This design comes from an exercise in tuning for small area and a short achievable clock period on the open sky130 flow, not from production work.
No run shown here included a check of the RTL's function; only the layout flow was run.
No activity file was given, so power comes from the tool's default toggle rates.

File: design.v
module sfs (
    input  wire        clk,
    input  wire        rst,         
    input  wire        clr,         
    input  wire        in_valid,
    input  wire [7:0]  in_data,
    output wire        in_ready,
    output wire        res_valid,
    output wire [1:0]  res_kind,    
    output wire [31:0] res_idx,
    output wire [15:0] res_x,
    output wire [15:0] res_y,
    output wire [15:0] res_z,
    output wire [31:0] res_ax,
    output wire [31:0] res_ay,
    output wire [31:0] res_az,
    output wire [31:0] res_loss,
    input  wire        cfg_we,
    input  wire [2:0]  cfg_addr,
    input  wire [31:0] cfg_wdata,
    output reg  [31:0] cfg_rdata
);
    localparam [7:0]  SYNC_VALUE  = 8'h53;
    localparam [15:0] SCALE_RESET = 16'd16;
    localparam [2:0] REG_SCALE      = 3'd0;
    localparam [2:0] REG_STATUS     = 3'd1;
    localparam [2:0] REG_SAMPLE_IDX = 3'd2;
    localparam [2:0] REG_LOSS_RUN   = 3'd3;
    localparam [2:0] REG_LOSS_TOTAL = 3'd4;
    reg [2:0]  pos;           
    reg [7:0]  buf0, buf1, buf2, buf3, buf4;    
    reg [31:0] idx;           
    reg        idx_wrap;      
    reg [31:0] loss_run;      
    reg [31:0] loss_total;    
    reg [15:0] scale_num;     
    assign in_ready = ~(rst | clr);
    wire accept  = in_valid & ~rst & ~clr;
    wire at_sync = (pos == 3'd0);
    wire is_sync = (in_data == SYNC_VALUE);
    wire at_emit = (pos == 3'd6);
    wire op_sync = accept & at_sync &  is_sync;
    wire op_lost = accept & at_sync & ~is_sync;
    wire op_data = accept & (pos >= 3'd1) & (pos <= 3'd5);
    wire op_emit = accept & at_emit;
    wire [31:0] loss_run_inc   = (loss_run   + 32'd1) | {32{&loss_run}};
    wire [31:0] loss_total_inc = (loss_total + 32'd1) | {32{&loss_total}};
    always @(*) begin
        if (rst) begin
            cfg_rdata = 32'd0;
        end else begin
            case (cfg_addr)
                REG_SCALE:      cfg_rdata = {16'd0, scale_num};
                REG_STATUS:     cfg_rdata = {28'd0, idx_wrap, pos};
                REG_SAMPLE_IDX: cfg_rdata = idx;
                REG_LOSS_RUN:   cfg_rdata = loss_run;
                REG_LOSS_TOTAL: cfg_rdata = loss_total;
                default:        cfg_rdata = 32'd0;
            endcase
        end
    end
    always @(posedge clk) begin
        if (rst) begin
            pos        <= 3'd0;
            idx        <= 32'd0;
            idx_wrap   <= 1'b0;
            loss_run   <= 32'd0;
            loss_total <= 32'd0;
            scale_num  <= SCALE_RESET;
        end else begin
            if (clr) begin
                pos        <= 3'd0;
                idx        <= 32'd0;
                idx_wrap   <= 1'b0;
                loss_run   <= 32'd0;
                loss_total <= 32'd0;
            end else begin
                if (op_sync)
                    pos <= 3'd1;
                if (op_data)
                    pos <= pos + 3'd1;
                if (op_lost) begin
                    loss_run   <= loss_run_inc;
                    loss_total <= loss_total_inc;
                end
                if (op_emit) begin
                    pos      <= 3'd0;
                    idx      <= idx + 32'd1;
                    loss_run <= 32'd0;
                    if (&idx)
                        idx_wrap <= 1'b1;
                end
            end
            if (cfg_we && cfg_addr == REG_SCALE)
                scale_num <= cfg_wdata[15:0];
        end
    end
    reg [7:0]  d5;            
    reg [15:0] s_hold;        
    always @(posedge clk) begin
        if (pos == 3'd1) buf0 <= in_data;
        if (pos == 3'd2) buf1 <= in_data;
        if (pos == 3'd3) buf2 <= in_data;
        if (pos == 3'd4) buf3 <= in_data;
        if (pos == 3'd5) buf4 <= in_data;
        if (at_emit) begin
            d5     <= in_data;
            s_hold <= scale_num;
        end
    end
    reg [2:0] k1, k2, k3, k4, k5, k6;
    wire [2:0] k0 = op_emit ? 3'b110 :
                    op_lost ? 3'b101 :
                    accept  ? 3'b100 :
                    (clr & ~rst) ? 3'b010 : 3'b000;
    always @(posedge clk) begin
        if (rst) begin
            k1 <= 3'd0; k2 <= 3'd0; k3 <= 3'd0;
            k4 <= 3'd0; k5 <= 3'd0; k6 <= 3'd0;
        end else begin
            k1 <= k0; k2 <= k1; k3 <= k2;
            k4 <= k3; k5 <= k4; k6 <= k5;
        end
    end
    wire st1 = k1[2] & k1[1];
    wire st2 = k2[2] & k2[1];
    wire st3 = k3[2] & k3[1];
    wire st4 = k4[2] & k4[1];
    wire st5 = k5[2] & k5[1];
    wire        hi     = st1 | st3 | st5;
    wire [7:0]  m_b    = st1 ? buf1 : st2 ? buf2 : st3 ? buf3 :
                         st4 ? buf4 : st5 ? d5 : buf0;
    wire        m_prev = (st1 & buf0[7]) | (st3 & buf2[7]) | (st5 & buf4[7]);
    wire [15:0] m_s    = (st1 | st2 | st3 | st4 | st5) ? s_hold : scale_num;
    reg  [23:0] q;                     
    wire [15:0] m_a    = q[23:8] & {16{hi}};
    wire [23:0] m_o;
    sfs_mac u_mac (.b(m_b), .prev(m_prev), .s(m_s), .a(m_a), .o(m_o));
    reg [7:0]  ax_lo, ay_lo, az_lo;
    reg [23:0] ax_hi, ay_hi;
    reg [7:0]  x0_keep, x1_keep, y0_keep, y1_keep;    
    always @(posedge clk) begin
        q <= m_o;
        if (st1) begin
            ax_lo   <= q[7:0];
            x0_keep <= buf0;
            x1_keep <= buf1;
            y0_keep <= buf2;
            y1_keep <= buf3;
        end
        if (st2) ax_hi <= q;
        if (st3) ay_lo <= q[7:0];
        if (st4) ay_hi <= q;
        if (st5) az_lo <= q[7:0];
    end
    reg [31:0] r;
    wire [31:0] r_inc = (r + 32'd1) | {32{&r}};
    always @(posedge clk) begin
        if (rst)
            r <= 32'd0;
        else if (op_emit)
            r <= idx;
        else if (k6[1])
            r <= 32'd0;
        else if (k6[0])
            r <= r_inc;
    end
    assign res_valid = k6[2] & ~rst;
    assign res_kind  = k6[1:0];
    assign res_idx   = r;
    assign res_loss  = r_inc;
    assign res_x     = {x1_keep, x0_keep};
    assign res_y     = {y1_keep, y0_keep};
    assign res_z     = {d5, buf4};
    assign res_ax    = {ax_hi, ax_lo};
    assign res_ay    = {ay_hi, ay_lo};
    assign res_az    = {q, az_lo};
endmodule
module sfs_mac (
    input  wire [7:0]  b,
    input  wire        prev,
    input  wire [15:0] s,
    input  wire [15:0] a,
    output wire [23:0] o
);
    wire [8:0] bw = {b, prev};
    wire one0 = bw[1] ^ bw[0];
    wire two0 = (bw[2] & ~bw[1] & ~bw[0]) | (~bw[2] & bw[1] & bw[0]);
    wire neg0 = bw[2];
    wire t0 = (one0 & s[0]) ^ neg0;
    wire t1;
    sfs_bsel u_t1 (.one(one0), .two(two0), .neg(neg0), .s1(s[1]), .s0(s[0]), .y(t1));
    wire t2;
    sfs_bsel u_t2 (.one(one0), .two(two0), .neg(neg0), .s1(s[2]), .s0(s[1]), .y(t2));
    wire t3;
    sfs_bsel u_t3 (.one(one0), .two(two0), .neg(neg0), .s1(s[3]), .s0(s[2]), .y(t3));
    wire t4;
    sfs_bsel u_t4 (.one(one0), .two(two0), .neg(neg0), .s1(s[4]), .s0(s[3]), .y(t4));
    wire t5;
    sfs_bsel u_t5 (.one(one0), .two(two0), .neg(neg0), .s1(s[5]), .s0(s[4]), .y(t5));
    wire t6;
    sfs_bsel u_t6 (.one(one0), .two(two0), .neg(neg0), .s1(s[6]), .s0(s[5]), .y(t6));
    wire t7;
    sfs_bsel u_t7 (.one(one0), .two(two0), .neg(neg0), .s1(s[7]), .s0(s[6]), .y(t7));
    wire t8;
    sfs_bsel u_t8 (.one(one0), .two(two0), .neg(neg0), .s1(s[8]), .s0(s[7]), .y(t8));
    wire t9;
    sfs_bsel u_t9 (.one(one0), .two(two0), .neg(neg0), .s1(s[9]), .s0(s[8]), .y(t9));
    wire t10;
    sfs_bsel u_t10 (.one(one0), .two(two0), .neg(neg0), .s1(s[10]), .s0(s[9]), .y(t10));
    wire t11;
    sfs_bsel u_t11 (.one(one0), .two(two0), .neg(neg0), .s1(s[11]), .s0(s[10]), .y(t11));
    wire t12;
    sfs_bsel u_t12 (.one(one0), .two(two0), .neg(neg0), .s1(s[12]), .s0(s[11]), .y(t12));
    wire t13;
    sfs_bsel u_t13 (.one(one0), .two(two0), .neg(neg0), .s1(s[13]), .s0(s[12]), .y(t13));
    wire t14;
    sfs_bsel u_t14 (.one(one0), .two(two0), .neg(neg0), .s1(s[14]), .s0(s[13]), .y(t14));
    wire t15;
    sfs_bsel u_t15 (.one(one0), .two(two0), .neg(neg0), .s1(s[15]), .s0(s[14]), .y(t15));
    wire t16 = (two0 & s[15]) ^ neg0;
    wire t17 = ~neg0;
    wire one1 = bw[3] ^ bw[2];
    wire two1 = (bw[4] & ~bw[3] & ~bw[2]) | (~bw[4] & bw[3] & bw[2]);
    wire neg1 = bw[4];
    wire t18 = (one1 & s[0]) ^ neg1;
    wire t19;
    sfs_bsel u_t19 (.one(one1), .two(two1), .neg(neg1), .s1(s[1]), .s0(s[0]), .y(t19));
    wire t20;
    sfs_bsel u_t20 (.one(one1), .two(two1), .neg(neg1), .s1(s[2]), .s0(s[1]), .y(t20));
    wire t21;
    sfs_bsel u_t21 (.one(one1), .two(two1), .neg(neg1), .s1(s[3]), .s0(s[2]), .y(t21));
    wire t22;
    sfs_bsel u_t22 (.one(one1), .two(two1), .neg(neg1), .s1(s[4]), .s0(s[3]), .y(t22));
    wire t23;
    sfs_bsel u_t23 (.one(one1), .two(two1), .neg(neg1), .s1(s[5]), .s0(s[4]), .y(t23));
    wire t24;
    sfs_bsel u_t24 (.one(one1), .two(two1), .neg(neg1), .s1(s[6]), .s0(s[5]), .y(t24));
    wire t25;
    sfs_bsel u_t25 (.one(one1), .two(two1), .neg(neg1), .s1(s[7]), .s0(s[6]), .y(t25));
    wire t26;
    sfs_bsel u_t26 (.one(one1), .two(two1), .neg(neg1), .s1(s[8]), .s0(s[7]), .y(t26));
    wire t27;
    sfs_bsel u_t27 (.one(one1), .two(two1), .neg(neg1), .s1(s[9]), .s0(s[8]), .y(t27));
    wire t28;
    sfs_bsel u_t28 (.one(one1), .two(two1), .neg(neg1), .s1(s[10]), .s0(s[9]), .y(t28));
    wire t29;
    sfs_bsel u_t29 (.one(one1), .two(two1), .neg(neg1), .s1(s[11]), .s0(s[10]), .y(t29));
    wire t30;
    sfs_bsel u_t30 (.one(one1), .two(two1), .neg(neg1), .s1(s[12]), .s0(s[11]), .y(t30));
    wire t31;
    sfs_bsel u_t31 (.one(one1), .two(two1), .neg(neg1), .s1(s[13]), .s0(s[12]), .y(t31));
    wire t32;
    sfs_bsel u_t32 (.one(one1), .two(two1), .neg(neg1), .s1(s[14]), .s0(s[13]), .y(t32));
    wire t33;
    sfs_bsel u_t33 (.one(one1), .two(two1), .neg(neg1), .s1(s[15]), .s0(s[14]), .y(t33));
    wire t34 = (two1 & s[15]) ^ neg1;
    wire t35 = ~neg1;
    wire one2 = bw[5] ^ bw[4];
    wire two2 = (bw[6] & ~bw[5] & ~bw[4]) | (~bw[6] & bw[5] & bw[4]);
    wire neg2 = bw[6];
    wire t36 = (one2 & s[0]) ^ neg2;
    wire t37;
    sfs_bsel u_t37 (.one(one2), .two(two2), .neg(neg2), .s1(s[1]), .s0(s[0]), .y(t37));
    wire t38;
    sfs_bsel u_t38 (.one(one2), .two(two2), .neg(neg2), .s1(s[2]), .s0(s[1]), .y(t38));
    wire t39;
    sfs_bsel u_t39 (.one(one2), .two(two2), .neg(neg2), .s1(s[3]), .s0(s[2]), .y(t39));
    wire t40;
    sfs_bsel u_t40 (.one(one2), .two(two2), .neg(neg2), .s1(s[4]), .s0(s[3]), .y(t40));
    wire t41;
    sfs_bsel u_t41 (.one(one2), .two(two2), .neg(neg2), .s1(s[5]), .s0(s[4]), .y(t41));
    wire t42;
    sfs_bsel u_t42 (.one(one2), .two(two2), .neg(neg2), .s1(s[6]), .s0(s[5]), .y(t42));
    wire t43;
    sfs_bsel u_t43 (.one(one2), .two(two2), .neg(neg2), .s1(s[7]), .s0(s[6]), .y(t43));
    wire t44;
    sfs_bsel u_t44 (.one(one2), .two(two2), .neg(neg2), .s1(s[8]), .s0(s[7]), .y(t44));
    wire t45;
    sfs_bsel u_t45 (.one(one2), .two(two2), .neg(neg2), .s1(s[9]), .s0(s[8]), .y(t45));
    wire t46;
    sfs_bsel u_t46 (.one(one2), .two(two2), .neg(neg2), .s1(s[10]), .s0(s[9]), .y(t46));
    wire t47;
    sfs_bsel u_t47 (.one(one2), .two(two2), .neg(neg2), .s1(s[11]), .s0(s[10]), .y(t47));
    wire t48;
    sfs_bsel u_t48 (.one(one2), .two(two2), .neg(neg2), .s1(s[12]), .s0(s[11]), .y(t48));
    wire t49;
    sfs_bsel u_t49 (.one(one2), .two(two2), .neg(neg2), .s1(s[13]), .s0(s[12]), .y(t49));
    wire t50;
    sfs_bsel u_t50 (.one(one2), .two(two2), .neg(neg2), .s1(s[14]), .s0(s[13]), .y(t50));
    wire t51;
    sfs_bsel u_t51 (.one(one2), .two(two2), .neg(neg2), .s1(s[15]), .s0(s[14]), .y(t51));
    wire t52 = (two2 & s[15]) ^ neg2;
    wire t53 = ~neg2;
    wire one3 = bw[7] ^ bw[6];
    wire two3 = (bw[8] & ~bw[7] & ~bw[6]) | (~bw[8] & bw[7] & bw[6]);
    wire neg3 = bw[8];
    wire t54 = (one3 & s[0]) ^ neg3;
    wire t55;
    sfs_bsel u_t55 (.one(one3), .two(two3), .neg(neg3), .s1(s[1]), .s0(s[0]), .y(t55));
    wire t56;
    sfs_bsel u_t56 (.one(one3), .two(two3), .neg(neg3), .s1(s[2]), .s0(s[1]), .y(t56));
    wire t57;
    sfs_bsel u_t57 (.one(one3), .two(two3), .neg(neg3), .s1(s[3]), .s0(s[2]), .y(t57));
    wire t58;
    sfs_bsel u_t58 (.one(one3), .two(two3), .neg(neg3), .s1(s[4]), .s0(s[3]), .y(t58));
    wire t59;
    sfs_bsel u_t59 (.one(one3), .two(two3), .neg(neg3), .s1(s[5]), .s0(s[4]), .y(t59));
    wire t60;
    sfs_bsel u_t60 (.one(one3), .two(two3), .neg(neg3), .s1(s[6]), .s0(s[5]), .y(t60));
    wire t61;
    sfs_bsel u_t61 (.one(one3), .two(two3), .neg(neg3), .s1(s[7]), .s0(s[6]), .y(t61));
    wire t62;
    sfs_bsel u_t62 (.one(one3), .two(two3), .neg(neg3), .s1(s[8]), .s0(s[7]), .y(t62));
    wire t63;
    sfs_bsel u_t63 (.one(one3), .two(two3), .neg(neg3), .s1(s[9]), .s0(s[8]), .y(t63));
    wire t64;
    sfs_bsel u_t64 (.one(one3), .two(two3), .neg(neg3), .s1(s[10]), .s0(s[9]), .y(t64));
    wire t65;
    sfs_bsel u_t65 (.one(one3), .two(two3), .neg(neg3), .s1(s[11]), .s0(s[10]), .y(t65));
    wire t66;
    sfs_bsel u_t66 (.one(one3), .two(two3), .neg(neg3), .s1(s[12]), .s0(s[11]), .y(t66));
    wire t67;
    sfs_bsel u_t67 (.one(one3), .two(two3), .neg(neg3), .s1(s[13]), .s0(s[12]), .y(t67));
    wire t68;
    sfs_bsel u_t68 (.one(one3), .two(two3), .neg(neg3), .s1(s[14]), .s0(s[13]), .y(t68));
    wire t69;
    sfs_bsel u_t69 (.one(one3), .two(two3), .neg(neg3), .s1(s[15]), .s0(s[14]), .y(t69));
    wire t70 = (two3 & s[15]) ^ neg3;
    wire t71 = ~neg3;
    wire t72 = ~a[15];
    wire t73, t74;
    sfs_ha u_t73 (.a(t4), .b(t20), .s(t73), .co(t74));
    wire t75, t76;
    sfs_ha u_t75 (.a(t5), .b(t21), .s(t75), .co(t76));
    wire t77, t78;
    sfs_fa u_t77 (.a(t6), .b(t22), .c(t38), .s(t77), .co(t78));
    wire t79, t80;
    sfs_ha u_t79 (.a(t54), .b(neg3), .s(t79), .co(t80));
    wire t81, t82;
    sfs_fa u_t81 (.a(t7), .b(t23), .c(t39), .s(t81), .co(t82));
    wire t83, t84;
    sfs_ha u_t83 (.a(t55), .b(a[7]), .s(t83), .co(t84));
    wire t85, t86;
    sfs_fa u_t85 (.a(t8), .b(t24), .c(t40), .s(t85), .co(t86));
    wire t87, t88;
    sfs_ha u_t87 (.a(t56), .b(a[8]), .s(t87), .co(t88));
    wire t89, t90;
    sfs_fa u_t89 (.a(t9), .b(t25), .c(t41), .s(t89), .co(t90));
    wire t91, t92;
    sfs_ha u_t91 (.a(t57), .b(a[9]), .s(t91), .co(t92));
    wire t93, t94;
    sfs_fa u_t93 (.a(t10), .b(t26), .c(t42), .s(t93), .co(t94));
    wire t95, t96;
    sfs_ha u_t95 (.a(t58), .b(a[10]), .s(t95), .co(t96));
    wire t97, t98;
    sfs_fa u_t97 (.a(t11), .b(t27), .c(t43), .s(t97), .co(t98));
    wire t99, t100;
    sfs_ha u_t99 (.a(t59), .b(a[11]), .s(t99), .co(t100));
    wire t101, t102;
    sfs_fa u_t101 (.a(t12), .b(t28), .c(t44), .s(t101), .co(t102));
    wire t103, t104;
    sfs_ha u_t103 (.a(t60), .b(a[12]), .s(t103), .co(t104));
    wire t105, t106;
    sfs_fa u_t105 (.a(t13), .b(t29), .c(t45), .s(t105), .co(t106));
    wire t107, t108;
    sfs_ha u_t107 (.a(t61), .b(a[13]), .s(t107), .co(t108));
    wire t109, t110;
    sfs_fa u_t109 (.a(t14), .b(t30), .c(t46), .s(t109), .co(t110));
    wire t111, t112;
    sfs_ha u_t111 (.a(t62), .b(a[14]), .s(t111), .co(t112));
    wire t113, t114;
    sfs_fa u_t113 (.a(t15), .b(t31), .c(t47), .s(t113), .co(t114));
    wire t115, t116;
    sfs_fa u_t115 (.a(t63), .b(t72), .c(1'b1), .s(t115), .co(t116));
    wire t117, t118;
    sfs_fa u_t117 (.a(t16), .b(t32), .c(t48), .s(t117), .co(t118));
    wire t119, t120;
    sfs_ha u_t119 (.a(t64), .b(1'b1), .s(t119), .co(t120));
    wire t121, t122;
    sfs_fa u_t121 (.a(t17), .b(t33), .c(t49), .s(t121), .co(t122));
    wire t123, t124;
    sfs_ha u_t123 (.a(t34), .b(t50), .s(t123), .co(t124));
    wire t125, t126;
    sfs_ha u_t125 (.a(t2), .b(t18), .s(t125), .co(t126));
    wire t127, t128;
    sfs_ha u_t127 (.a(t3), .b(t19), .s(t127), .co(t128));
    wire t129, t130;
    sfs_fa u_t129 (.a(t73), .b(t36), .c(neg2), .s(t129), .co(t130));
    wire t131, t132;
    sfs_fa u_t131 (.a(t74), .b(t75), .c(t37), .s(t131), .co(t132));
    wire t133, t134;
    sfs_fa u_t133 (.a(t76), .b(t77), .c(t79), .s(t133), .co(t134));
    wire t135, t136;
    sfs_fa u_t135 (.a(t78), .b(t80), .c(t81), .s(t135), .co(t136));
    wire t137, t138;
    sfs_fa u_t137 (.a(t82), .b(t84), .c(t85), .s(t137), .co(t138));
    wire t139, t140;
    sfs_fa u_t139 (.a(t86), .b(t88), .c(t89), .s(t139), .co(t140));
    wire t141, t142;
    sfs_fa u_t141 (.a(t90), .b(t92), .c(t93), .s(t141), .co(t142));
    wire t143, t144;
    sfs_fa u_t143 (.a(t94), .b(t96), .c(t97), .s(t143), .co(t144));
    wire t145, t146;
    sfs_fa u_t145 (.a(t98), .b(t100), .c(t101), .s(t145), .co(t146));
    wire t147, t148;
    sfs_fa u_t147 (.a(t102), .b(t104), .c(t105), .s(t147), .co(t148));
    wire t149, t150;
    sfs_fa u_t149 (.a(t106), .b(t108), .c(t109), .s(t149), .co(t150));
    wire t151, t152;
    sfs_fa u_t151 (.a(t110), .b(t112), .c(t113), .s(t151), .co(t152));
    wire t153, t154;
    sfs_fa u_t153 (.a(t114), .b(t116), .c(t117), .s(t153), .co(t154));
    wire t155, t156;
    sfs_fa u_t155 (.a(t118), .b(t120), .c(t121), .s(t155), .co(t156));
    wire t157, t158;
    sfs_fa u_t157 (.a(t122), .b(t123), .c(t66), .s(t157), .co(t158));
    wire t159, t160;
    sfs_fa u_t159 (.a(t124), .b(t35), .c(t51), .s(t159), .co(t160));
    wire t161, t162;
    sfs_ha u_t161 (.a(t52), .b(t68), .s(t161), .co(t162));
    wire t163, t164;
    sfs_ha u_t163 (.a(t0), .b(neg0), .s(t163), .co(t164));
    wire t165, t166;
    sfs_ha u_t165 (.a(t1), .b(a[1]), .s(t165), .co(t166));
    wire t167, t168;
    sfs_fa u_t167 (.a(t125), .b(neg1), .c(a[2]), .s(t167), .co(t168));
    wire t169, t170;
    sfs_fa u_t169 (.a(t126), .b(t127), .c(a[3]), .s(t169), .co(t170));
    wire t171, t172;
    sfs_fa u_t171 (.a(t128), .b(t129), .c(a[4]), .s(t171), .co(t172));
    wire t173, t174;
    sfs_fa u_t173 (.a(t130), .b(t131), .c(a[5]), .s(t173), .co(t174));
    wire t175, t176;
    sfs_fa u_t175 (.a(t132), .b(t133), .c(a[6]), .s(t175), .co(t176));
    wire t177, t178;
    sfs_fa u_t177 (.a(t134), .b(t135), .c(t83), .s(t177), .co(t178));
    wire t179, t180;
    sfs_fa u_t179 (.a(t136), .b(t137), .c(t87), .s(t179), .co(t180));
    wire t181, t182;
    sfs_fa u_t181 (.a(t138), .b(t139), .c(t91), .s(t181), .co(t182));
    wire t183, t184;
    sfs_fa u_t183 (.a(t140), .b(t141), .c(t95), .s(t183), .co(t184));
    wire t185, t186;
    sfs_fa u_t185 (.a(t142), .b(t143), .c(t99), .s(t185), .co(t186));
    wire t187, t188;
    sfs_fa u_t187 (.a(t144), .b(t145), .c(t103), .s(t187), .co(t188));
    wire t189, t190;
    sfs_fa u_t189 (.a(t146), .b(t147), .c(t107), .s(t189), .co(t190));
    wire t191, t192;
    sfs_fa u_t191 (.a(t148), .b(t149), .c(t111), .s(t191), .co(t192));
    wire t193, t194;
    sfs_fa u_t193 (.a(t150), .b(t151), .c(t115), .s(t193), .co(t194));
    wire t195, t196;
    sfs_fa u_t195 (.a(t152), .b(t153), .c(t119), .s(t195), .co(t196));
    wire t197, t198;
    sfs_fa u_t197 (.a(t154), .b(t155), .c(t65), .s(t197), .co(t198));
    wire t199, t200;
    sfs_fa u_t199 (.a(t156), .b(t157), .c(1'b1), .s(t199), .co(t200));
    wire t201, t202;
    sfs_fa u_t201 (.a(t158), .b(t159), .c(t67), .s(t201), .co(t202));
    wire t203, t204;
    sfs_fa u_t203 (.a(t160), .b(t161), .c(1'b1), .s(t203), .co(t204));
    wire t205, t206;
    sfs_fa u_t205 (.a(t162), .b(t53), .c(t69), .s(t205), .co(t206));
    wire t207, t208;
    sfs_ha u_t207 (.a(t70), .b(1'b1), .s(t207), .co(t208));
    wire [23:0] r0 = {t208, t206, t204, t202, t200, t198, t196, t194, t192, t190, t188, t186, t184, t182, t180, t178, t176, t174, t172, t170, t168, t166, t164, t163};
    wire [23:0] r1 = {t71, t207, t205, t203, t201, t199, t197, t195, t193, t191, t189, t187, t185, t183, t181, t179, t177, t175, t173, t171, t169, t167, t165, a[0]};
    assign o = r0 + r1;
endmodule
module sfs_bsel (input wire one, input wire two, input wire neg, input wire s1, input wire s0, output wire y);
    assign y = ((one & s1) | (two & s0)) ^ neg;
endmodule
module sfs_fa (input wire a, input wire b, input wire c, output wire s, output wire co);
    assign s  = a ^ b ^ c;
    assign co = (a & b) | (a & c) | (b & c);
endmodule
module sfs_ha (input wire a, input wire b, output wire s, output wire co);
    assign s  = a ^ b;
    assign co = a & b;
endmodule
File: config.mk
export PLATFORM = sky130hd
export DESIGN_NAME = sfs
export DESIGN_NICKNAME = sfs
export VERILOG_FILES = /design/flow/design.v
export SDC_FILE = /design/flow/constraint.sdc
export NUM_CORES = 4
export LEC_CHECK = 0
export CAP_MARGIN = 20
export CORE_MARGIN = 2
export CORE_UTILIZATION = 40
export SETUP_SLACK_MARGIN = 5
export SLEW_MARGIN = 20
export SYNTH_HIERARCHICAL = 1
export SYNTH_MINIMUM_KEEP_SIZE = 0
File: run.sh
#!/bin/bash
# synth_recipe.tcl (not shown) runs the flow's synth.tcl, then flattens the netlist and writes it again
# the make line also repeats each setting of config.mk as NAME=value (left out here)
make -C /OpenROAD-flow-scripts/flow DESIGN_CONFIG=/design/flow/config.mk WORK_HOME=/design/flow/orfs CLKGATE_MAP_FILE= SYNTH_SCRIPT=/design/flow/synth_recipe.tcl finish
File: constraint.sdc
create_clock -name core_clock -period 12.0 [get_ports {clk}]
set_input_delay 2.4000 -clock core_clock [delete_from_list [all_inputs] [get_ports {clk}]]
set_output_delay 2.4000 -clock core_clock [all_outputs]
set_load 0.01 [all_outputs]
==> results_dict.tcl, run 1 <==
set metrics [dict create \
    outcome "complete, no violations" \
    clockPowerShare_pct 40.0 \
    vias 16180 \
    crit_buf_inv 2 \
    die-area_mm2 0.05106 \
    timing.setup.tns_ps 0 \
    worst_pin_slew_ps 987.2 \
    wire_per_inst_um 20.52 \
    synth_area_mm2 0.01971 \
    wirelength_um 59060 \
    cts_tree "built" \
    syn-mean-instance-area_um2 10.23 \
    start_kind "input port" \
    period_needed_ps 6934 \
    overflow 0 \
    chipHeight_um 226.0 \
    peakVddDrop_mv 0.09423 \
    slew_violations 0 \
    post-route-period-util_pct 57.79 \
    grt_pass1_vias 15490 \
    synth_edf_count 168 \
    instances_no_fill 2879 \
    endpoint_kind "output pin" \
    setup_viol 0 \
    drt_iter0_markers 1316 \
    intPower_mw 2.356 \
    root_buffer "clkbuf_16" \
    wl_met1_um 25250 \
    max_cap_violations 0 \
    hold_class "reg -> reg" \
    power_frac_comb_pct 16.8 \
    critical_path_class "in -> out" \
    die_w_um 226.0 \
    synth-xor-area-share_pct 6.800 \
    utilization_pct 50.66 \
    gr-usage-all-layers_pct 22.59 \
    grt_pass1_wl_um 89280 \
    synth_simple_gate_area_share_pct 17.36 \
    io_pins 292 \
    cp_data_arrival_time_ps 4530 \
    place.gp.congestion 0.8829 \
    ys_ff_latch 358 \
    synthAdderAreaFrac_pct 8.317 \
    nets 2332 \
    route.met3.wl_um 3801 \
    synthMuxAreaShare_pct 2.806 \
    yosysWarnings 7 \
    dp_cells 2796 \
    dp_slack_ps 4005 \
    layout-drive-gt1-share_pct 11.15 \
    portBuffers 275 \
    htree_levels 2 \
    maxSlewHeadroom_pct 34.00 \
    seq_area_frac_synth_pct 44.90 \
    postCtsHoldBufs 0 \
    syn_to_final_growth_pct 25.32 \
    synthFlopType "dfxtp_1" \
    start_util_pct 40.43 \
    synth_compound_area_share_pct 16.76 \
    critical_path.max_fanout 17 \
    dr_wl_met2_um 28290 \
    rows 81 \
    power.leakage_nw 8.491 \
    num_antenna_cells 0 \
    synth_top_family_by_area "simple AND/OR/NAND/NOR gates" \
    clock_sinks 358 \
    fin_worst_skew_ps 15.77 \
    rsz0062_at_grt "no" \
    crit_slowest_cell "clkdlybuf4s50_1" \
    ant_nets 0 \
    hold_viol 0 \
    switching_power_uw 864.6 \
    coreArea_mm2 0.04875 \
    topRoutingLayerUsed "met4" \
    numCtsBuffers 40 \
    vias_per_cell 5.621 \
    max_freq_mhz 144.2 \
    swShare_pct 26.84 \
    antenna_found_initial 0 \
    seq_power_share_pct 43.2 \
    clk_path_buf_depth 3 \
    power_density_mw_per_mm2 130.4 \
    synthArstFlopShare_pct 0 \
    whs_ps 442.9 \
    clk_latency_ps 590 \
    critPathTopFamily "buffers and inverters" \
    clk_pin_slew_ps 60 \
    synthCells 1927 \
    route.detailed.drc 0 \
    crit_chain "dlygate4sd2_1 -> nand2b_4 -> nor2_4 -> a22oi_1 -> a21oi_1 -> clkdlybuf4s50_1" \
    yosysUniqueCellTypes 90 \
    final.setup.worst_slack_ps 5066 \
    crit_required_ps 9600 \
    firstDrtPassIters 5 \
    dpl.hpwl_um 42140 \
    max_stage_delay_ps 600 \
    grt_max_degree 63 \
]
-- cells by family (layout without fill, tap and decap cells) --
| logic type | count (synthesis) | in the layout |
|---|---|---|
| AOI/OAI and AO/OA | 458 | 458 |
| xor gates and xnor gates | 153 | 153 |
| DFF | 358 | 358 |
| other | 1 | 5 |
| and+or+nand+nor | 661 | 663 |
| adders and majority gates | 101 | 101 |
| buffers and inverters | 143 | 425 |
| muxes | 52 | 52 |
-- worst paths after layout --
| check | endpoint | slack [ps] | startpoint | cells past startpoint |
|---|---|---|---|---|
| worst max-delay path | cfg_rdata[8] | 5070 | cfg_addr[2] | 6 |
| worst min-delay path | k3[0]$_SDFF_PP0_ | 440 | k2[0]$_SDFF_PP0_ | 1 |
| worst min register to register | k3[0]$_SDFF_PP0_ | 440 | k2[0]$_SDFF_PP0_ | 1 |
| worst max register to register | q[23]$_DFF_P_ | 5630 | k1[2]$_SDFF_PP0_ | 18 |
-- metrics by stage --
step           instance area (µm²)  total power, mW
2_1_floorplan                19740            1.762
3_3_place_gp                 23090            1.944
3_5_place_dp                 23090            1.953
4_1_cts                      24560            3.248
5_1_grt                      24700            3.359
6_report                     24700            3.221
-- metal layers --
layer / vias up / GRT usage (%)
met5: - / 0
met4: 0 / 7.498
met3: 92 / 3.370
met2: 569 / 38.16
met1: 7901 / 29.63
li1: 7620 / -
-- what timing repair did --
| action | CTS | global route |
|---|---|---|
| pin swaps | 0 | 4 |
| endpoints found under the setup margin | 44 | 24 |
| buffers inserted | 0 | 2 |
| cloned | 2 | 3 |
| resized for setup | 21 | 16 |
-- cells in the mapped netlist, drive strengths merged, types with 12 or more instances --
master	instances	area (µm²)
dfxtp	190	3804
nand2	177	664.4
edfxtp	168	5045
a21oi	148	748.2
nor2	121	454.2
xnor2	103	902.1
a22oi	95	1013
nand3	68	340.3
clkbuf	65	244.0
o21ai	65	329.1
nand4	55	371.6
ha	51	638.1
fa	50	1001
xor2	50	437.9
inv	43	161.4
nor2b	40	250.2
nor3	36	185.2
buf	35	193.9
and2	26	165.2
mux2	26	292.8
mux2i	26	260.3
or3	26	167.7
and3	25	156.4
a31oi	24	150.1
a21o	23	172.7
and4	22	192.7
nor4	21	143.9
a311oi	13	113.9
or4	13	101.4
nand2b	12	75.07
-- modules after synthesis, one instance, submodules excluded --
module / cells / copies in the design / flops+latches / area [µm²]
sfs: 1518 / 1 / 358 / 15690
sfs_bsel: 2 / 60 / 0 / 21.27
sfs_fa: 1 / 49 / 0 / 20.02
sfs_ha: 1 / 19 / 0 / 12.51
sfs_mac: 221 / 1 / 0 / 1525
-- layout by cell type, fill, tap and decap left out, drive strengths merged, types with 60 or more instances in the layout --
cell,netlist,final
nor2,121,121
a22oi,95,95
clkdlybuf4s50,0,267
edfxtp,168,168
dfxtp,190,190
a21oi,148,148
nand3,68,68
nand2,177,178
xnor2,103,103
o21ai,65,65
clkbuf,65,60
-- power by group through the flow --
stage / clock [mW] / combinational [mW] / sequential (mW)
6_report: 1.29 / 0.540 / 1.39
5_1_grt: 1.37 / 0.593 / 1.40
2_1_floorplan: 0 / 0.339 / 1.42
3_3_place_gp: 0 / 0.525 / 1.42
3_5_place_dp: 0 / 0.532 / 1.42
4_1_cts: 1.32 / 0.537 / 1.40
-- registers in the layout (all words and copies together) (netlist names), 16 cells and up --
register and count:
s_hold 16, loss_total 32, scale_num 16, ay_hi 24, idx 32, q 24
loss_run 32, ax_hi 24, r 32
-- final cells by class --
type | instances | area (µm²)
fill | 4479 | 24050
multi-input combinational | 1432 | 10400
sequential | 358 | 8848
timing repair buffer | 306 | 3044
clock buffer | 57 | 1175
tap | 664 | 830.8
clock inverter | 17 | 222.7
inverter | 43 | 165.2
timing repair inverter | 2 | 10.01
==> inputs of run 2 (changes only) <==
==> flow/run.sh (new file) <==
#!/bin/bash
set -euo pipefail
bash standard.sh \
    "BUFFER_PORTS_ARGS=-buffer_cell sky130_fd_sc_hd__buf_1" \
    SETUP_SLACK_MARGIN=6 \
    finish > standard.log 2>&1
==> standard.sh (new file) <==
#!/bin/bash
# synth_recipe.tcl (not shown) runs the flow's synth.tcl, then flattens the netlist and writes it again
# the make line also repeats each setting of config.mk as NAME=value (left out here)
make -C /OpenROAD-flow-scripts/flow DESIGN_CONFIG=/design/flow/config.mk WORK_HOME=/design/flow/orfs CLKGATE_MAP_FILE= SYNTH_SCRIPT=/design/flow/synth_recipe.tcl "${@:-finish}"
removed: run.sh
==> results_dict.tcl, run 2 <==
set metrics [dict create \
    die-area_mm2 0.05106 \
    die_w_um 226.0 \
    whs_endpoint "k2[0]$_SDFF_PP0_" \
    min_from "k1[0]$_SDFF_PP0_" \
    ant_nets 0 \
    grt_pass1_vias 15630 \
    final.setup.worst_slack_ps 5954 \
    start_util_pct 40.43 \
    crit_chain "buf_6 -> bufbuf_16 -> o21ai_4 -> buf_12 -> nand2_4 -> a21oi_4 -> buf_1" \
    worstRegToRegCells 23 \
    instances_no_fill 2939 \
    period_needed_ps 6046 \
    regArea_mm2 0.008850 \
    critical_path_class "in -> out" \
    hold_viol 0 \
    timing.setup.tns_ps 0 \
    postCtsHoldBufs 0 \
    synth_edf_count 168 \
    syn-mean-instance-area_um2 10.23 \
    dpl.hpwl_um 41000 \
    r2r-start "k5[1]$_SDFF_PP0_" \
    dp_cells 2790 \
    ff2ff_setup_slack_ps 6240 \
    syn_to_final_growth_pct 23.27 \
    layout-drive-gt1-share_pct 17.54 \
    peakVddDrop_mv 0.1004 \
    rsz0062_at_grt "yes" \
    clock_sinks 358 \
    numCtsBuffers 41 \
    endpoint_kind "output pin" \
    yosysWarnings 7 \
    synthTopCellsByCount "dfxtp_1, nand2_1, edfxtp_1, a21oi_1, nor2_1" \
    clk_pin_slew_ps 60 \
    wire_per_inst_um 20.54 \
    start_kind "input port" \
    seq_area_frac_synth_pct 44.90 \
    firstDrtPassIters 5 \
    cts_tree "built" \
    portBuffers 275 \
    yosysUniqueCellTypes 90 \
    crit_required_ps 9600 \
    yosysMostFrequentCell "dfxtp_1" \
    grt_max_degree 57 \
    outcome "complete, no violations" \
    vias_per_cell 5.660 \
    slew_violations 0 \
    max_stage_delay_ps 300 \
    coreArea_mm2 0.04875 \
    synth_top_area_share_pct 25.60 \
    ys_ff_latch 358 \
    hold_class "reg -> reg" \
    max_cap_violations 0 \
    power_density_mw_per_mm2 132.6 \
    rows 81 \
    synth.area.top_cells "edfxtp_1, dfxtp_1, fa_1" \
    route.detailed.drc 0 \
    vias 16640 \
    htree_levels 2 \
    crit_slowest_cell "bufbuf_16" \
    wirelength_um 60370 \
    holdPathStages 1 \
    synthCells 1927 \
    io_pins 292 \
    cp_data_arrival_time_ps 3650 \
    maxSlewHeadroom_pct 31.63 \
    layout_commonest_cell "buf_1" \
    nets 2393 \
    overflow 0 \
    reg2reg_to "q[23]$_DFF_P_" \
    layout_common_cells "buf_1, dfxtp_1, nand2_1, edfxtp_1, a21oi_1" \
    root_buffer "clkbuf_16" \
    power.leakage_nw 8.340 \
    antenna_found_initial 0 \
    chipHeight_um 226.0 \
    dp_slack_ps 4661 \
    gr-usage-all-layers_pct 22.80 \
    nFillCells 4445 \
    clk_path_buf_depth 3 \
    fin_worst_skew_ps 15.33 \
    setup_viol 0 \
    synth_area_mm2 0.01971 \
    multi_input_area_mm2 0.01093 \
    worst_pin_slew_ps 1019 \
    clk_latency_ps 570 \
    num_antenna_cells 0 \
    grt_pass1_wl_um 90220 \
    total_power_mw 3.222 \
    post-route-period-util_pct 50.39 \
    drt_iter0_markers 1445 \
    synth_largest_area_cell "edfxtp_1" \
    synthFlopType "dfxtp_1" \
    max_freq_mhz 165.4 \
    synthArstFlopShare_pct 0 \
    critical_path.max_fanout 13 \
    place.gp.congestion 0.9152 \
]
run 2: cell counts after synthesis:
Identical to the previous run, type by type.
run 2: worst max path at each step:
| stage | from | end | slack, ps | cells past startpoint |
|---|---|---|---|---|
| after floorplan | k5[2]$_SDFF_PP0_ | q[23]$_DFF_P_ | 5960 | 22 |
| after global placement | cfg_addr[1] | cfg_rdata[5] | 4690 | 6 |
| after detailed placement | k1[2]$_SDFF_PP0_ | q[23]$_DFF_P_ | 4660 | 17 |
| after CTS | cfg_addr[0] | cfg_rdata[15] | 5990 | 7 |
| after global routing | cfg_addr[0] | cfg_rdata[18] | 5940 | 8 |
| final | cfg_addr[0] | cfg_rdata[11] | 5950 | 7 |
run 2: logic make-up after synthesis:
group | count (synthesis) | share of synthesized area (%)
buffers and inverters | 143 | 3.041
AOI/OAI and AO/OA | 458 | 16.76
adders and majority gates | 101 | 8.317
xor gates and xnor gates | 153 | 6.800
other | 1 | 0.01903
and+or+nand+nor | 661 | 17.36
DFF | 358 | 44.90
muxes | 52 | 2.806
run 2: per-layer routing:
metal  up-vias  wire, µm  GRT usage, %
li1       7771         -             -
met1      8189     25510         29.95
met2       579     29480         38.78
met3        96      3935         3.682
met4         0      1449         6.345
met5         -         0             0
run 2: critical path: cells and delay by family:
kind | cells | cell delay [ps]
buffers and inverters | 4 | 740
AO/OA/AOI/OAI | 2 | 370
AND/OR/NAND/NOR | 1 | 130
run 2: area by class of cell:
type                            instances  area share (%)
Timing Repair inverter                  2         0.05150
Tap cell                              664           3.420
Inverter                               43          0.7210
Clock buffer                           62           5.258
Sequential cell                       358           36.43
Timing Repair Buffer                  360           8.565
Multi-Input combinational cell       1438           45.00
Clock inverter                         12          0.5562
run 2: repair_timing:
item / in CTS / in global routing
cloned: 13 / 3
pin swaps: 19 / 11
resized for setup: 91 / 83
setup buffers: 35 / 24
endpoints found under the setup margin: 53 / 46
run 2: stage by stage:
| step | cell area [µm²] | hold slack (ps) | utilization, % |
|---|---|---|---|
| 3_5_place_dp | 21470 | 423.9 | 44.03 |
| 6_report | 24290 | 433.5 | 49.84 |
| 3_3_place_gp | 21470 | 427.5 | 44.03 |
| 5_1_grt | 24290 | 447.4 | 49.84 |
| 2_1_floorplan | 19910 | 413.8 | - |
| 4_1_cts | 23790 | 436.2 | 48.80 |
run 2: power by group:
part	internal, mW	switching (mW)	leakage [nW]	total [mW]
clock network	0.780	0.516	0.696	1.30
logic	0.227	0.306	4.57	0.533
registers	1.35	0.0458	3.07	1.39
total	2.35	0.868	8.34	3.22
run 2: modules after synthesis, one instance, submodules excluded:
| module | cell area [µm²] | copies in the design |
|---|---|---|
| sfs_mac | 1525 | 1 |
| sfs_ha | 12.51 | 19 |
| sfs_bsel | 21.27 | 60 |
| sfs | 15690 | 1 |
| sfs_fa | 20.02 | 49 |
==> inputs of run 3 (changes only) <==
==> design.v (replaced) <==
module sfs (
    input  wire        clk,
    input  wire        rst,         
    input  wire        clr,         
    input  wire        in_valid,
    input  wire [7:0]  in_data,
    output wire        in_ready,
    output wire        res_valid,
    output wire [1:0]  res_kind,    
    output wire [31:0] res_idx,
    output wire [15:0] res_x,
    output wire [15:0] res_y,
    output wire [15:0] res_z,
    output wire [31:0] res_ax,
    output wire [31:0] res_ay,
    output wire [31:0] res_az,
    output wire [31:0] res_loss,
    input  wire        cfg_we,
    input  wire [2:0]  cfg_addr,
    input  wire [31:0] cfg_wdata,
    output reg  [31:0] cfg_rdata
);
    localparam [7:0]  SYNC_VALUE  = 8'h53;
    localparam [15:0] SCALE_RESET = 16'd16;
    localparam [1:0] KIND_PENDING = 2'd0;
    localparam [1:0] KIND_LOST    = 2'd1;
    localparam [1:0] KIND_DECODED = 2'd2;
    localparam [2:0] REG_SCALE      = 3'd0;
    localparam [2:0] REG_STATUS     = 3'd1;
    localparam [2:0] REG_SAMPLE_IDX = 3'd2;
    localparam [2:0] REG_LOSS_RUN   = 3'd3;
    localparam [2:0] REG_LOSS_TOTAL = 3'd4;
    reg [2:0]  pos;           
    reg [7:0]  buf0, buf1, buf2, buf3, buf4;    
    reg [31:0] idx;           
    reg        idx_wrap;      
    reg [31:0] loss_run;      
    reg [31:0] loss_total;    
    reg [15:0] scale_num;     
    assign in_ready = ~(rst | clr);
    wire accept  = in_valid & in_ready;
    wire at_sync = (pos == 3'd0);
    wire is_sync = (in_data == SYNC_VALUE);
    wire op_sync = accept & at_sync &  is_sync;
    wire op_lost = accept & at_sync & ~is_sync;
    wire op_data = accept & (pos >= 3'd1) & (pos <= 3'd5);
    wire op_emit = accept & (pos == 3'd6);
    wire signed [15:0] x = {buf1, buf0};
    wire signed [15:0] y = {buf3, buf2};
    wire signed [15:0] z = {in_data, buf4};
    wire signed [16:0] scale_s = {1'b0, scale_num};
    wire signed [31:0] ax = x * scale_s;
    wire signed [31:0] ay = y * scale_s;
    wire signed [31:0] az = z * scale_s;
    wire [31:0] loss_run_inc   = (loss_run   == 32'hFFFF_FFFF) ? loss_run   : loss_run   + 32'd1;
    wire [31:0] loss_total_inc = (loss_total == 32'hFFFF_FFFF) ? loss_total : loss_total + 32'd1;
    assign res_valid = accept;
    assign res_kind  = op_emit ? KIND_DECODED : (op_lost ? KIND_LOST : KIND_PENDING);
    assign res_idx   = op_emit ? idx : 32'd0;
    assign res_x     = op_emit ? x   : 16'd0;
    assign res_y     = op_emit ? y   : 16'd0;
    assign res_z     = op_emit ? z   : 16'd0;
    assign res_ax    = op_emit ? ax  : 32'd0;
    assign res_ay    = op_emit ? ay  : 32'd0;
    assign res_az    = op_emit ? az  : 32'd0;
    assign res_loss  = op_lost ? loss_run_inc : 32'd0;
    always @(*) begin
        if (rst) begin
            cfg_rdata = 32'd0;
        end else begin
            case (cfg_addr)
                REG_SCALE:      cfg_rdata = {16'd0, scale_num};
                REG_STATUS:     cfg_rdata = {28'd0, idx_wrap, pos};
                REG_SAMPLE_IDX: cfg_rdata = idx;
                REG_LOSS_RUN:   cfg_rdata = loss_run;
                REG_LOSS_TOTAL: cfg_rdata = loss_total;
                default:        cfg_rdata = 32'd0;
            endcase
        end
    end
    always @(posedge clk) begin
        if (rst) begin
            pos        <= 3'd0;
            idx        <= 32'd0;
            idx_wrap   <= 1'b0;
            loss_run   <= 32'd0;
            loss_total <= 32'd0;
            scale_num  <= SCALE_RESET;
        end else begin
            if (clr) begin
                pos        <= 3'd0;
                idx        <= 32'd0;
                idx_wrap   <= 1'b0;
                loss_run   <= 32'd0;
                loss_total <= 32'd0;
            end else begin
                if (op_sync)
                    pos <= 3'd1;
                if (op_data)
                    pos <= pos + 3'd1;
                if (op_lost) begin
                    loss_run   <= loss_run_inc;
                    loss_total <= loss_total_inc;
                end
                if (op_emit) begin
                    pos      <= 3'd0;
                    idx      <= idx + 32'd1;
                    loss_run <= 32'd0;
                    if (idx == 32'hFFFF_FFFF)
                        idx_wrap <= 1'b1;
                end
            end
            if (cfg_we && cfg_addr == REG_SCALE)
                scale_num <= cfg_wdata[15:0];
        end
    end
    always @(posedge clk) begin
        if (op_data) begin
            case (pos)
                3'd1: buf0 <= in_data;
                3'd2: buf1 <= in_data;
                3'd3: buf2 <= in_data;
                3'd4: buf3 <= in_data;
                3'd5: buf4 <= in_data;
                default: ;
            endcase
        end
    end
endmodule
==> run.sh (new file) <==
#!/bin/bash
# synth_recipe.tcl (not shown) runs the flow's synth.tcl, then flattens the netlist and writes it again
# the make line also repeats each setting of config.mk as NAME=value (left out here)
make -C /OpenROAD-flow-scripts/flow DESIGN_CONFIG=/design/flow/config.mk WORK_HOME=/design/flow/orfs CLKGATE_MAP_FILE= SYNTH_SCRIPT=/design/flow/synth_recipe.tcl finish
--- a/config.mk
+++ b/config.mk
@@ -8,7 +8,4 @@
 export CAP_MARGIN = 20
 export CORE_MARGIN = 2
 export CORE_UTILIZATION = 40
-export SETUP_SLACK_MARGIN = 5
 export SLEW_MARGIN = 20
-export SYNTH_HIERARCHICAL = 1
-export SYNTH_MINIMUM_KEEP_SIZE = 0
removed: flow/run.sh
removed: standard.sh
==> results_dict.tcl, run 3 <==
set metrics [dict create \
    outcome "complete, no violations" \
    endpoint_kind "output pin" \
    yosysMostFrequentCell "inv_1" \
    start_util_pct 40.21 \
    clk_pin_slew_ps 60 \
    layout_commonest_cell "inv_1" \
    syn_to_final_growth_pct 12.34 \
    max_cap_violations 0 \
    yosysWarnings 1 \
    startpoint "in_data[2]" \
    synthCells 4261 \
    power.leakage_nw 18.02 \
    overflow 0 \
    period_needed_ps 11570 \
    synthArstFlopShare_pct 0 \
    worstRegToRegCells 8 \
    chipHeight_um 301.6 \
    whs_ps 491.1 \
    rsz0062_at_grt "no" \
    crit_chain "clkdlybuf4s50_1 -> buf_4 -> nand2_1 -> fa_1 -> inv_1 -> fa_1 -> fa_1 -> fa_1 -> fa_1 -> inv_1 -> fa_1 -> inv_1 -> ha_1 -> and3_1 -> and3_1 -> and2_1 -> and3_1 -> a211oi_1 -> xor2_1 -> nor2_1 -> clkdlybuf4s50_1" \
    fin_worst_skew_ps 15.43 \
    synthFlopType "dfxtp_1" \
    top_regs "idx: 32 flops, loss_run: 32 flops, loss_total: 32 flops" \
    vias 28790 \
    nets 5369 \
    antenna_found_initial 5 \
    cp_data_arrival_time_ps 9170 \
    dpl_cell_area_mm2 0.03919 \
    synth_area_mm2 0.03542 \
    drt_iter0_markers 1718 \
    seq_area_frac_synth_pct 9.947 \
    numCtsBuffers 17 \
    root_buffer "clkbuf_16" \
    layout-drive-gt1-share_pct 2.777 \
    route.detailed.drc 0 \
    crit_required_ps 9600 \
    io_pins 292 \
    instances_no_fill 5560 \
    crit_slowest_cell "clkdlybuf4s50_1" \
    htree_levels 4 \
    hold_viol 0 \
    utilization_pct 45.17 \
    ys_ff_latch 156 \
    dpl.hpwl_um 80950 \
    post-route-period-util_pct 96.43 \
    grt_pass1_vias 30090 \
    setup_viol 0 \
    r2r-start "pos[0]$_SDFFE_PP0P_" \
    peakVddDrop_mv 0.1012 \
    cts_tree "built" \
    wirelength_um 104100 \
    max_stage_delay_ps 940 \
    die-area_mm2 0.09095 \
    firstDrtPassIters 6 \
    total_power_mw 1.893 \
    power_density_mw_per_mm2 47.56 \
    synth.area.top_cells "fa_1, ha_1, inv_1" \
    syn-mean-instance-area_um2 8.313 \
    synth_top_area_share_pct 32.89 \
    hold_class "reg -> reg" \
    clk_latency_ps 440 \
    wire_per_inst_um 18.73 \
    place.gp.congestion 0.8945 \
    clk_path_buf_depth 2 \
    critical_path_class "in -> out" \
    slew_violations 0 \
    postCtsHoldBufs 0 \
    ff2ff_setup_slack_ps 8890 \
    reg2reg_to "pos[2]$_SDFFE_PP0P_" \
    portBuffers 275 \
    gr-usage-all-layers_pct 23.42 \
    final.setup.worst_slack_ps 428.0 \
    final_cell_area_mm2 0.03979 \
    clock_sinks 156 \
    grt_max_degree 64 \
    critical_path.max_fanout 12 \
    grt_pass1_wl_um 167400 \
    cp-endpoint "res_az[28]" \
    rows 109 \
    timing.setup.tns_ps 0 \
    crit_top_cell "fa_1" \
    maxSlewHeadroom_pct 29.23 \
    synthTopCellsByCount "inv_1, fa_1, nand2_1, and2_1, ha_1" \
    dp_slack_ps 430.9 \
    start_kind "input port" \
    cts-resized-gates 0 \
    vias_per_cell 5.179 \
    worst_pin_slew_ps 1062 \
    dp_cells 5526 \
    synth_edf_count 40 \
    die_w_um 301.6 \
    max_freq_mhz 86.42 \
    ant_nets 0 \
    yosysUniqueCellTypes 72 \
    nFillCells 8780 \
    cts_setup_buffers 0 \
    coreArea_mm2 0.08810 \
    layout_common_cells "inv_1, fa_1, nand2_1, and2_1, ha_1" \
    synth_largest_area_cell "fa_1" \
]
==> run 3: cell types whose count changed after synthesis, moves of 74 or more <==
cell	before	now
fa_1	50	582
ha_1	51	359
nor2_1	121	311
edfxtp_1	168	40
inv_1	41	745
clkbuf_1	65	200
dfxtp_1	190	116
nand2_1	177	533
and2_1	24	441
==> run 3: power breakdown <==
part           leakage [nW]  switching [mW]  internal, mW  total [mW]
Clock                 0.281           0.238         0.329       0.568
Combinational          16.4           0.471         0.298       0.770
Sequential             1.30          0.0151         0.540       0.555
==> run 3: worst min path at each step <==
stage	start	to	cells after the start	slack [ps]
floorplan	idx_wrap$_SDFFE_PN0P_	idx_wrap$_SDFFE_PN0P_	2	440
global placement	idx_wrap$_SDFFE_PN0P_	idx_wrap$_SDFFE_PN0P_	2	470
detailed placement	idx_wrap$_SDFFE_PN0P_	idx_wrap$_SDFFE_PN0P_	2	470
CTS	idx_wrap$_SDFFE_PN0P_	idx_wrap$_SDFFE_PN0P_	2	490
global route	idx_wrap$_SDFFE_PN0P_	idx_wrap$_SDFFE_PN0P_	2	530
finish	idx_wrap$_SDFFE_PN0P_	idx_wrap$_SDFFE_PN0P_	2	490
==> run 3: metal layers <==
layer,part of all wire (%),global-route usage (%),vias up
met1,44,31.32,14420
met5,0.036,0,-
met2,47,39.32,802
li1,-,-,13440
met4,2.3,5.245,6
met3,6.7,4.344,127
==> run 3: final cells by class <==
type                       instances  area, µm²  share of cell area, %
sequential                       156       3543                  8.905
antenna                            2      5.005                0.01258
timing repair buffer             324       3120                  7.842
multi-input combinational       3134      28260                  71.02
tap                             1165       1458                  3.663
clock buffer                      19      432.9                  1.088
inverter                         747       2805                  7.049
clock inverter                    13      166.4                 0.4182
==> run 3: cells by family after synthesis <==
family | synth area share (%)
compound gates | 7.223
simple gates | 21.82
mux | 0.6535
flops | 9.947
xor+xnor | 4.426
buf+inv | 10.36
fa+ha+maj | 45.57
==> run 3: worst max-delay path, delay by kind of cell <==
kind / cells / cell delay (ps)
xor+xnor: 1 / 120
buf+inv: 6 / 1950
compound gates: 1 / 280
simple gates: 6 / 1030
fa+ha+maj: 7 / 3380

## port drivers added, routing unchanged
The flow's constraints put no driver on any port. The routed layouts listed below were extracted and timed again, unchanged, in two steps.
Step 1, drivers: a clkbuf_16 drives clk and a buf_2 each remaining input, both assumed.
Step 2 also shifts input and output timing later by t, the mid clock arrival at the registers, as if the neighbouring blocks saw the same clock.
a / b / c = ideal ports / drivers / drivers and shift; a / b = the first two.
run | t (ns) | slack for setup (ns) | worst data-port slew with drivers (ns) | cell pins on the clock port's net
run 1 | 0.627 | 5.066 / 5.047 / 5.047 | 0.10 | 1
run 2 | 0.616 | 5.954 / 5.923 / 5.923 | 0.08 | 1
run 3 | 0.483 | 0.428 / 0.353 / 0.353 | 0.10 | 1
After both steps every run listed still meets setup and hold. For run 3, which loses most, drivers alone change the setup slack by -0.075 ns; drivers and shift together by -0.075 ns.
